This design comes from an exercise in tuning for small area and a short achievable clock period on the open sky130 flow, not from production work.
Only simulation tests tie the RTL to the original design; equivalence was not proved.
Power figures rest on the tool's default switching activity, not on a simulated workload.

Design zsab, start of the top module:
module zsab #(
    parameter [31:0] PREHEAT_NOMINAL      = 32'd400,
    parameter [15:0] PWM_RANGE            = 16'd5000,
    parameter [7:0]  KIND_SUPPORTED       = 8'h01,
    parameter [15:0] RST_UART_DIV         = 16'd16,
    parameter [31:0] RST_FRAME_TIMEOUT_MS = 32'd20,
    parameter [31:0] RST_CONV_SETTLE_MS   = 32'd2,
    parameter [31:0] RST_PWM_BUDGET_MS    = 32'd100,
    parameter [15:0] RST_SCK_HALF         = 16'd4
) (
    input             clk,
    input             rst,
    input      [31:0] ms_now,
    input      [5:0]  bus_addr,
    input             bus_we,
    input             bus_re,
    input      [31:0] bus_wdata,
    output reg [31:0] bus_rdata,
    output            uart_tx,
    input             uart_rx,
    output            sbr_sck,
    output            sbr_cs_n,
    input             sbr_so,
    input             pwm_in,
    output            tmr_suspend,
    output reg        evt_done
);
    localparam [3:0] S_IDLE      = 4'd0,
                     S_SER_START = 4'd1,
                     S_SER_TX    = 4'd2,
                     S_SER_RX    = 4'd3,
                     S_SER_CHECK = 4'd4,
                     S_SBR_START = 4'd5,
                     S_SBR_TRIG  = 4'd6,
                     S_SBR_SETTLE= 4'd7,
                     S_SBR_SETUP = 4'd8,
                     S_SBR_HI    = 4'd9,
                     S_SBR_LO    = 4'd10,
                     S_SBR_EVAL  = 4'd11,
                     S_PWM_START = 4'd12,
                     S_PWM_POLL  = 4'd13,
                     S_PWM_CALC  = 4'd14,
                     S_CHK_START = 4'd15;
    localparam [2:0] P_WAIT_LOW  = 3'd0,
                     P_WAIT_HIGH = 3'd1,
                     P_CNT_HIGH  = 3'd2,
                     P_CNT_LOW   = 3'd3,
                     P_FINISHED  = 3'd4;
    localparam [3:0] C_NONE         = 4'h0,
                     C_SUCCESS_UINT = 4'h1,
                     C_SUCCESS_FP2  = 4'h2,
                     C_FAIL         = 4'hF,
                     C_TIMEOUT      = 4'hE,
  ...
For scale: about 6000 cells after synthesis, about 480 flip-flops, ~110 I/O pins.
==> flow/config.mk <==
export PLATFORM = sky130hd
export DESIGN_NAME = zsab
export DESIGN_NICKNAME = zsab
export VERILOG_FILES = /design/flow/design.v
export SDC_FILE = /design/flow/constraint.sdc
export NUM_CORES = 4
export LEC_CHECK = 0
export ABC_AREA = 1
export CAP_MARGIN = 20
export CORE_MARGIN = 2
export CORE_UTILIZATION = 40
export CTS_BUF_LIST = sky130_fd_sc_hd__clkbuf_8
export SLEW_MARGIN = 20
==> flow/constraint.sdc <==
create_clock -name core_clock -period 200.0 [get_ports {clk}]
set_input_delay 40.0000 -clock core_clock [delete_from_list [all_inputs] [get_ports {clk}]]
set_output_delay 40.0000 -clock core_clock [all_outputs]
set_load 0.01 [all_outputs]
standard.sh (not shown) runs the stock make flow with config.mk's settings and CLKGATE_MAP_FILE= SYNTH_SCRIPT=/design/flow/synth_recipe.tcl, a recipe that flattens the netlist after the stock synthesis.
==> flow/flow/run.sh <==
#!/bin/bash
set -euo pipefail
here=$(pwd)
rm -rf "$here/scripts_mod"
cp -r "$FLOW_HOME/scripts" "$here/scripts_mod"
cp "$here/flow/abc_area.script" "$here/scripts_mod/abc_area.script"
bash standard.sh SCRIPTS_DIR="$here/scripts_mod" \
    "BUFFER_PORTS_ARGS=-buffer_cell sky130_fd_sc_hd__buf_2" SETUP_SLACK_MARGIN=117 finish > "$here/standard.log" 2>&1
==> flow/flow/abc_area.script <==
strash
dch
map -D 25
topo
stime -c
buffer -c
dnsize -c
Next try:
==> flow/flow/run.sh (replaced) <==
#!/bin/bash
set -euo pipefail
here=$(pwd)
rm -rf "$here/scripts_mod"
cp -r "$FLOW_HOME/scripts" "$here/scripts_mod"
cp "$here/flow/abc_area.script" "$here/scripts_mod/abc_area.script"
bash standard.sh SCRIPTS_DIR="$here/scripts_mod" \
    "BUFFER_PORTS_ARGS=-buffer_cell sky130_fd_sc_hd__buf_2" SETUP_SLACK_MARGIN=117 \
    "CTS_ARGS=-sink_clustering_enable -repair_clock_nets -dont_use_dummy_load -sink_clustering_size 30 -buf_list sky130_fd_sc_hd__clkbuf_4" finish > "$here/standard.log" 2>&1
Settings changed: CORE_UTILIZATION 40 to 50, CTS_BUF_LIST sky130_fd_sc_hd__clkbuf_8 to sky130_fd_sc_hd__clkbuf_4, CTS_CLUSTER_SIZE from default to 30.
What happened: Utilization climbs by 9.9 points; power came out lower by 8.0%; cell area came out lower by 2.3%; first-iteration DRC count rose by 4.9%; worst setup slack degrades by 0.053 ns; sequential cell count is unchanged; sequential power stays flat; wire length barely changes; cell count fell by 3.7%.
Next try:
--- a/flow/flow/run.sh
+++ b/flow/flow/run.sh
@@ -7,3 +7,3 @@
 bash standard.sh SCRIPTS_DIR="$here/scripts_mod" \
-    "BUFFER_PORTS_ARGS=-buffer_cell sky130_fd_sc_hd__buf_2" SETUP_SLACK_MARGIN=117 \
+    "BUFFER_PORTS_ARGS=-buffer_cell sky130_fd_sc_hd__buf_2" SETUP_SLACK_MARGIN=118 \
     "CTS_ARGS=-sink_clustering_enable -repair_clock_nets -dont_use_dummy_load -sink_clustering_size 30 -buf_list sky130_fd_sc_hd__clkbuf_4" finish > "$here/standard.log" 2>&1
Settings changed: CORE_UTILIZATION 50 to 40.
Routed wire length grows by 0.73%.
Power grows by 0.31%.
Sequential power is about the same.
Worst hold slack barely changes.
Via count stays flat.
Next try:
==> flow/flow/run.sh (replaced) <==
#!/bin/bash
set -euo pipefail
here=$(pwd)
rm -rf "$here/scripts_mod"
cp -r "$FLOW_HOME/scripts" "$here/scripts_mod"
cp "$here/flow/abc_area.script" "$here/scripts_mod/abc_area.script"
bash standard.sh SCRIPTS_DIR="$here/scripts_mod" \
    "BUFFER_PORTS_ARGS=-buffer_cell sky130_fd_sc_hd__buf_2" SETUP_SLACK_MARGIN=117 finish > "$here/standard.log" 2>&1
Settings changed: CTS_BUF_LIST sky130_fd_sc_hd__clkbuf_4 to default, CTS_CLUSTER_SIZE 30 to default.
After rerunning: Power goes up by roughly a tenth; sequential power barely changes; utilization is higher by 0.34 points; synthesized area does not change; via count decreases slightly; cell area is higher slightly; final cell count shrinks slightly; clock-buffer cell count falls by 64.
Next try:
--- a/flow/flow/run.sh
+++ b/flow/flow/run.sh
@@ -7,2 +7,2 @@
 bash standard.sh SCRIPTS_DIR="$here/scripts_mod" \
-    "BUFFER_PORTS_ARGS=-buffer_cell sky130_fd_sc_hd__buf_2" SETUP_SLACK_MARGIN=117 finish > "$here/standard.log" 2>&1
+    "BUFFER_PORTS_ARGS=-buffer_cell sky130_fd_sc_hd__buf_2" SETUP_SLACK_MARGIN=116 finish > "$here/standard.log" 2>&1
Outcome: Setup slack loses 0.54 ns. Total power is about the same. First-iteration DRC count falls slightly. Via count stays flat. Sequential power hardly moves.

* * *

job 1956:
zsab, a different RTL version from the one above (not shown whole).
For scale: about 440 flip-flops, about 110 I/O pins.
// zsab
module zsab #(
    parameter [31:0] PREHEAT_NOMINAL      = 32'd400,
    parameter [15:0] PWM_RANGE            = 16'd5000,
    parameter [7:0]  KIND_SUPPORTED       = 8'h01,
    parameter [15:0] RST_UART_DIV         = 16'd16,
    parameter [31:0] RST_FRAME_TIMEOUT_MS = 32'd20,
    parameter [31:0] RST_CONV_SETTLE_MS   = 32'd2,
    parameter [31:0] RST_PWM_BUDGET_MS    = 32'd100,
    parameter [15:0] RST_SCK_HALF         = 16'd4
) (
    input             clk,
    input             rst,
    input      [31:0] ms_now,
    input      [5:0]  bus_addr,
    input             bus_we,
    input             bus_re,
    input      [31:0] bus_wdata,
    output reg [31:0] bus_rdata,
    output            uart_tx,
    input             uart_rx,
    output            sbr_sck,
    output            sbr_cs_n,
    input             sbr_so,
    input             pwm_in,
    output            tmr_suspend,
    output reg        evt_done
);
Settings: LEC_CHECK=0, ABC_AREA=1, CAP_MARGIN=20, CORE_MARGIN=2, CORE_UTILIZATION=50, CTS_BUF_LIST=sky130_fd_sc_hd__clkbuf_4, CTS_CLUSTER_SIZE=30, SLEW_MARGIN=20; clock period 200.0 ns.
==> flow/flow/run.sh <==
#!/bin/bash
set -euo pipefail
here=$(pwd)
rm -rf "$here/scripts_mod"
cp -r "$FLOW_HOME/scripts" "$here/scripts_mod"
cp "$here/flow/abc_area.script" "$here/scripts_mod/abc_area.script"
bash standard.sh SCRIPTS_DIR="$here/scripts_mod" \
    "BUFFER_PORTS_ARGS=-buffer_cell sky130_fd_sc_hd__buf_2" SETUP_SLACK_MARGIN=117.5 \
    "CTS_ARGS=-sink_clustering_enable -repair_clock_nets -dont_use_dummy_load -sink_clustering_size 30 -buf_list sky130_fd_sc_hd__clkbuf_4" finish > "$here/standard.log" 2>&1
==> flow/flow/abc_area.script <==
strash
dch
map -B 0.5
topo
stime -c
buffer -c
dnsize -c
Changes in job 2327 relative to job 1956:
- a change of CORE_UTILIZATION from 50 to 45
==> comparison <==
Job 2327 against job 1956: total clock buffers created by CTS saw an increase, post-detailed-placement cell area closely matched the old numbers, non-clock buffer count decreased 7, highest fanout seen on the critical path higher. Relative to job 1956, job 2327 degrades floorplan core area. On final instance area, job 2327 and job 1956 are basically level.
--- input diff job 2327..job 2117 ---
- CORE_UTILIZATION now 40, was 45
==> flow/flow/abc_area.script <==
strash
dch
map -B 0.3
topo
stime -c
buffer -c
dnsize -c
Results
Die span in y ended up 6.4% higher on job 2117 than on job 2327.
Against job 2327, job 2117 comes in 6.5 points lower on relative max-transition margin.
Mean cell area of the mapped netlist delta (job 2327 -> job 2117): insignificant
In the flow results for job 2327 and job 2117, the worst hold slack is larger on job 2117.
Worst-case setup margin in the final layout in job 2117 vs job 2327: up 0.045 ns
Count of cells along the worst hold path essentially unchanged between job 2117 and job 2327.
Count of inserted tapcells went up by more than 10% going from job 2327 to job 2117.
When job 2117 is set beside job 2327, its total area of multi-input combinational cells turns out to be about 0.5% larger.
For job 2117, the capturing instance or port of the critical path was bus_rdata[13], unlike job 2327, where it was bus_rdata[14].
The sum of met3 wire segment lengths after detailed routing number comes out lower for job 2117 vs job 2327.

* * *

## alpha
zsab with an RTL version that a note above also has.
For scale: ~110 I/O pins, roughly 44,000 um^2 of cells after synthesis.
clock: 200.0 ns
lec_check: 0
abc_area: 1
cap_margin: 20
core_margin: 2
core_utilization: 40
cts_buf_list: sky130_fd_sc_hd__clkbuf_4
cts_cluster_size: 30
slew_margin: 20
==> flow/flow/abc_area.script <==
strash
dch
map -D 25
topo
stime -c
buffer -c
dnsize -c
Scripts as last shown in full above: flow/flow/run.sh
For beta, these inputs were changed with respect to alpha:
Settings: CTS_CLUSTER_SIZE removed (was 30); CTS_BUF_LIST removed (was sky130_fd_sc_hd__clkbuf_4).
==> flow/flow/run.sh <==
#!/bin/bash
set -euo pipefail
here=$(pwd)
rm -rf "$here/scripts_mod"
cp -r "$FLOW_HOME/scripts" "$here/scripts_mod"
cp "$here/flow/abc_area.script" "$here/scripts_mod/abc_area.script"
bash standard.sh SCRIPTS_DIR="$here/scripts_mod" \
    "BUFFER_PORTS_ARGS=-buffer_cell sky130_fd_sc_hd__buf_2" SETUP_SLACK_MARGIN=117 finish > "$here/standard.log" 2>&1
==> flow/flow/abc_area.script <==
strash
dch
map -B 0.5
topo
stime -c
buffer -c
dnsize -c
--- outcome ---
On fraction of layout cells with a size suffix above 1: between alpha and beta, it ends up lower for beta.
The higher number of diodes came out of alpha.
The run with more routed wire is alpha, not beta.
Here is what was changed in the inputs of gamma compared with beta.
Settings: CTS_BUF_LIST newly set to sky130_fd_sc_hd__clkbuf_4; CTS_CLUSTER_SIZE newly set to 30.
==> flow/flow/run.sh <==
#!/bin/bash
set -euo pipefail
here=$(pwd)
rm -rf "$here/scripts_mod"
cp -r "$FLOW_HOME/scripts" "$here/scripts_mod"
cp "$here/flow/abc_area.script" "$here/scripts_mod/abc_area.script"
bash standard.sh SCRIPTS_DIR="$here/scripts_mod" \
    "BUFFER_PORTS_ARGS=-buffer_cell sky130_fd_sc_hd__buf_2" SETUP_SLACK_MARGIN=117 \
    "CTS_ARGS=-sink_clustering_enable -repair_clock_nets -dont_use_dummy_load -sink_clustering_size 30 -buf_list sky130_fd_sc_hd__clkbuf_4" finish > "$here/standard.log" 2>&1
==> flow/flow/abc_area.script <==
strash
dch
map -D 25
topo
stime -c
buffer -c
dnsize -c
Notes after the runs:
- In the metrics for gamma and beta, the one carrying the higher routing usage on met2 is gamma.
- beta vs gamma, endpoint of the worst setup timing path: bus_rdata[10] vs bus_rdata[20]
- [compare] base=beta new=gamma: net switching power saw an increase; utilization decreased by 1.2 points relative to the old numbers.
- beta has a lower via count than gamma.

* * *

Setup of build 94:
Starting RTL as in the previous note.
export LEC_CHECK = 0
export ABC_AREA = 1
export CAP_MARGIN = 20
export CORE_MARGIN = 2
export CORE_UTILIZATION = 40
export CTS_BUF_LIST = sky130_fd_sc_hd__clkbuf_4
export CTS_CLUSTER_SIZE = 30
export SLEW_MARGIN = 20
create_clock -name core_clock -period 200.0 [get_ports {clk}]
==> flow/flow/run.sh <==
#!/bin/bash
set -euo pipefail
here=$(pwd)
rm -rf "$here/scripts_mod"
cp -r "$FLOW_HOME/scripts" "$here/scripts_mod"
cp "$here/flow/abc_area.script" "$here/scripts_mod/abc_area.script"
bash standard.sh SCRIPTS_DIR="$here/scripts_mod" \
    "BUFFER_PORTS_ARGS=-buffer_cell sky130_fd_sc_hd__buf_2" SETUP_SLACK_MARGIN=117 finish > "$here/standard.log" 2>&1
==> flow/flow/abc_area.script <==
strash
dch
map -D 25
topo
stime -c
buffer -c
dnsize -c
The flow did not stop early for build 94: all stages ran, and the layout cleared the timing, design-rule and antenna checks.
### build 94 -> build 27
diff --git a/flow/config.mk b/flow/config.mk
--- a/flow/config.mk
+++ b/flow/config.mk
@@ -12,3 +12,4 @@
 export CTS_BUF_LIST = sky130_fd_sc_hd__clkbuf_4
 export CTS_CLUSTER_SIZE = 30
+export GPL_TIMING_DRIVEN = 0
 export SLEW_MARGIN = 20
Notes after the runs:
- [compare] base=build 94 new=build 27: maximum clock frequency saw a decrease, worst hold margin saw little to no change, number of logic stages on the critical path including buffering saw a decrease, worst setup slack saw a decrease, clock group share of total power saw a decrease.
- NOTE routed wire length build 94->build 27 increased by more than 10%
- Side by side, total power divided by cell area turned out lower in build 27 than in build 94.
Setup changes, build 27 to build 81
==> flow/flow/run.sh <==
#!/bin/bash
set -euo pipefail
here=$(pwd)
rm -rf "$here/scripts_mod"
cp -r "$FLOW_HOME/scripts" "$here/scripts_mod"
cp "$here/flow/abc_area.script" "$here/scripts_mod/abc_area.script"
bash standard.sh SCRIPTS_DIR="$here/scripts_mod" \
    "BUFFER_PORTS_ARGS=-buffer_cell sky130_fd_sc_hd__buf_2" SETUP_SLACK_MARGIN=117.5 \
    "CTS_ARGS=-sink_clustering_enable -repair_clock_nets -dont_use_dummy_load -sink_clustering_size 30 -buf_list sky130_fd_sc_hd__clkbuf_4" finish > "$here/standard.log" 2>&1
==> flow/flow/abc_area.script <==
strash
dch
map -D 25
topo
stime -c
dnsize -c
Diff build 27 -> build 81: synthesized area down about 2.2%, worst hold slack closely matched the old numbers, total power consumption of the routed design -about 8%.
#### Input delta (build 95 over build 81)
==> flow/flow/run.sh <==
#!/bin/bash
set -euo pipefail
here=$(pwd)
rm -rf "$here/scripts_mod"
cp -r "$FLOW_HOME/scripts" "$here/scripts_mod"
cp "$here/flow/abc_area.script" "$here/scripts_mod/abc_area.script"
bash standard.sh SCRIPTS_DIR="$here/scripts_mod" \
    "BUFFER_PORTS_ARGS=-buffer_cell sky130_fd_sc_hd__buf_2" SETUP_SLACK_MARGIN=118 finish > "$here/standard.log" 2>&1
==> flow/flow/abc_area.script <==
strash
dch
map -D 30000 -B 0.9
topo
stime -c
buffer -c
dnsize -c
diff --git a/flow/config.mk b/flow/config.mk
--- a/flow/config.mk
+++ b/flow/config.mk
@@ -10,6 +10,3 @@
 export CORE_MARGIN = 2
 export CORE_UTILIZATION = 40
-export CTS_BUF_LIST = sky130_fd_sc_hd__clkbuf_4
-export CTS_CLUSTER_SIZE = 30
-export GPL_TIMING_DRIVEN = 0
 export SLEW_MARGIN = 20
Notes after the runs:
Build 95 vs. build 81: minimum clock period after layout now smaller; area growth from synthesis to layout comparable; number of non-clock buffers now larger. In the metrics for build 95 and build 81, the one carrying the lower insertion delay to the later sink of the worst-skew pair is build 95. Horizontal die dimension up 1.7% in build 95 wrt build 81. After detailed routing, build 81 needs less wire than build 95. Between build 95 and build 81, area after synthesis is higher for build 95, build 81 comes in under that. Build 81 -> build 95: core utilization flat. Comparing build 95 and build 81, the higher met1 usage is on build 81. Measured against each other, build 95 and build 81 differ in post-CTS setup buffer count, the lower figure coming from build 81. On routed via count: between build 95 and build 81, it ends up higher for build 95.
The inputs of build 65 differ from those of build 95 as listed below.
==> flow/flow/run.sh <==
#!/bin/bash
set -euo pipefail
here=$(pwd)
rm -rf "$here/scripts_mod"
cp -r "$FLOW_HOME/scripts" "$here/scripts_mod"
cp "$here/flow/abc_area.script" "$here/scripts_mod/abc_area.script"
bash standard.sh SCRIPTS_DIR="$here/scripts_mod" \
    "BUFFER_PORTS_ARGS=-buffer_cell sky130_fd_sc_hd__buf_2" finish > "$here/standard.log" 2>&1
Results
- Per the comparison of build 65 with build 95, share of cell area taken by multi-input logic gates rose by 0.34 points, final worst slack fell by 1.15 ns, minimum period implied by the final worst setup slack rose by 1.15 ns, final worst hold slack rose by 0.0037 ns, number of sinks handled by clock tree synthesis stayed essentially flat.
- Relative to build 95, the final cell area reported for build 65 is lower.
- Sort build 95 and build 65 by non-filler instance count after layout desc -> top: build 95
- Power essentially unchanged between build 65 and build 95.
- Build 65 vs build 95 on number of cells on the critical path: build 65 is the higher one.
- The data arrival time of the critical path of build 65 is higher than that of build 95.
- Share of post-route cells with drive strength above 1 ended up 1.6 points lower on build 65 than on build 95.
- A critical path launch point of bus_addr[0] is what build 95 shows, while bus_addr[5] belongs to build 65.

-- re-timing with driven ports --
The flow's constraints put no driver on any port. The routed layouts listed below were extracted and timed again, unchanged, in two steps.
Step 1 sets driving cells, clkbuf_16 on the clock port and buf_2 on the other inputs (assumed; they add their load-dependent delay and slew).
Step 2, shift: input delay + t, output delay - t, t = (earliest + latest rising clock arrival at the registers) / 2. This alone moves slack from input paths to output paths.
a / b / c = ideal ports / drivers / drivers and shift; a / b = the first two.
run | t, ns | setup WS [ns] | slew at the worst register clock pin (ns)
the first run of note 1 | 0.762 | 117.092 / 117.070 / 117.070 | 0.07 / 0.07
the second run of note 1 | 1.050 | 117.039 / 117.020 / 117.020 | 0.07 / 0.07
the third run of note 1 | 1.016 | 117.937 / 117.916 / 117.916 | 0.08 / 0.08
the fourth run of note 1 | 0.697 | 117.111 / 117.089 / 117.089 | 0.07 / 0.07
the fifth run of note 1 | 0.697 | 116.576 / 116.554 / 116.554 | 0.07 / 0.07
job 1956 | 1.003 | 117.457 / 117.433 / 117.433 | 0.07 / 0.07
job 2327 | 0.967 | 117.419 / 117.398 / 117.398 | 0.08 / 0.08
job 2117 | 0.979 | 117.464 / 117.443 / 117.443 | 0.07 / 0.07
alpha | 1.019 | 117.471 / 117.446 / 117.446 | 0.08 / 0.08
beta | 0.702 | 116.856 / 116.793 / 116.793 | 0.07 / 0.07
gamma | 1.012 | 117.072 / 117.050 / 117.050 | 0.08 / 0.08
build 94 | 1.067 | 117.101 / 117.079 / 117.079 | 0.08 / 0.08
build 27 | 1.103 | 116.765 / 116.745 / 116.745 | 0.08 / 0.08
build 81 | 1.038 | 117.483 / 117.454 / 117.454 | 0.07 / 0.07
build 95 | 0.714 | 117.959 / 117.936 / 117.936 | 0.07 / 0.07
build 65 | 0.716 | 116.811 / 116.792 / 116.792 | 0.07 / 0.07
After both steps setup and hold are still met in every run listed. For beta, which loses most, drivers alone change the setup slack by -0.063 ns; drivers and shift together by -0.063 ns.
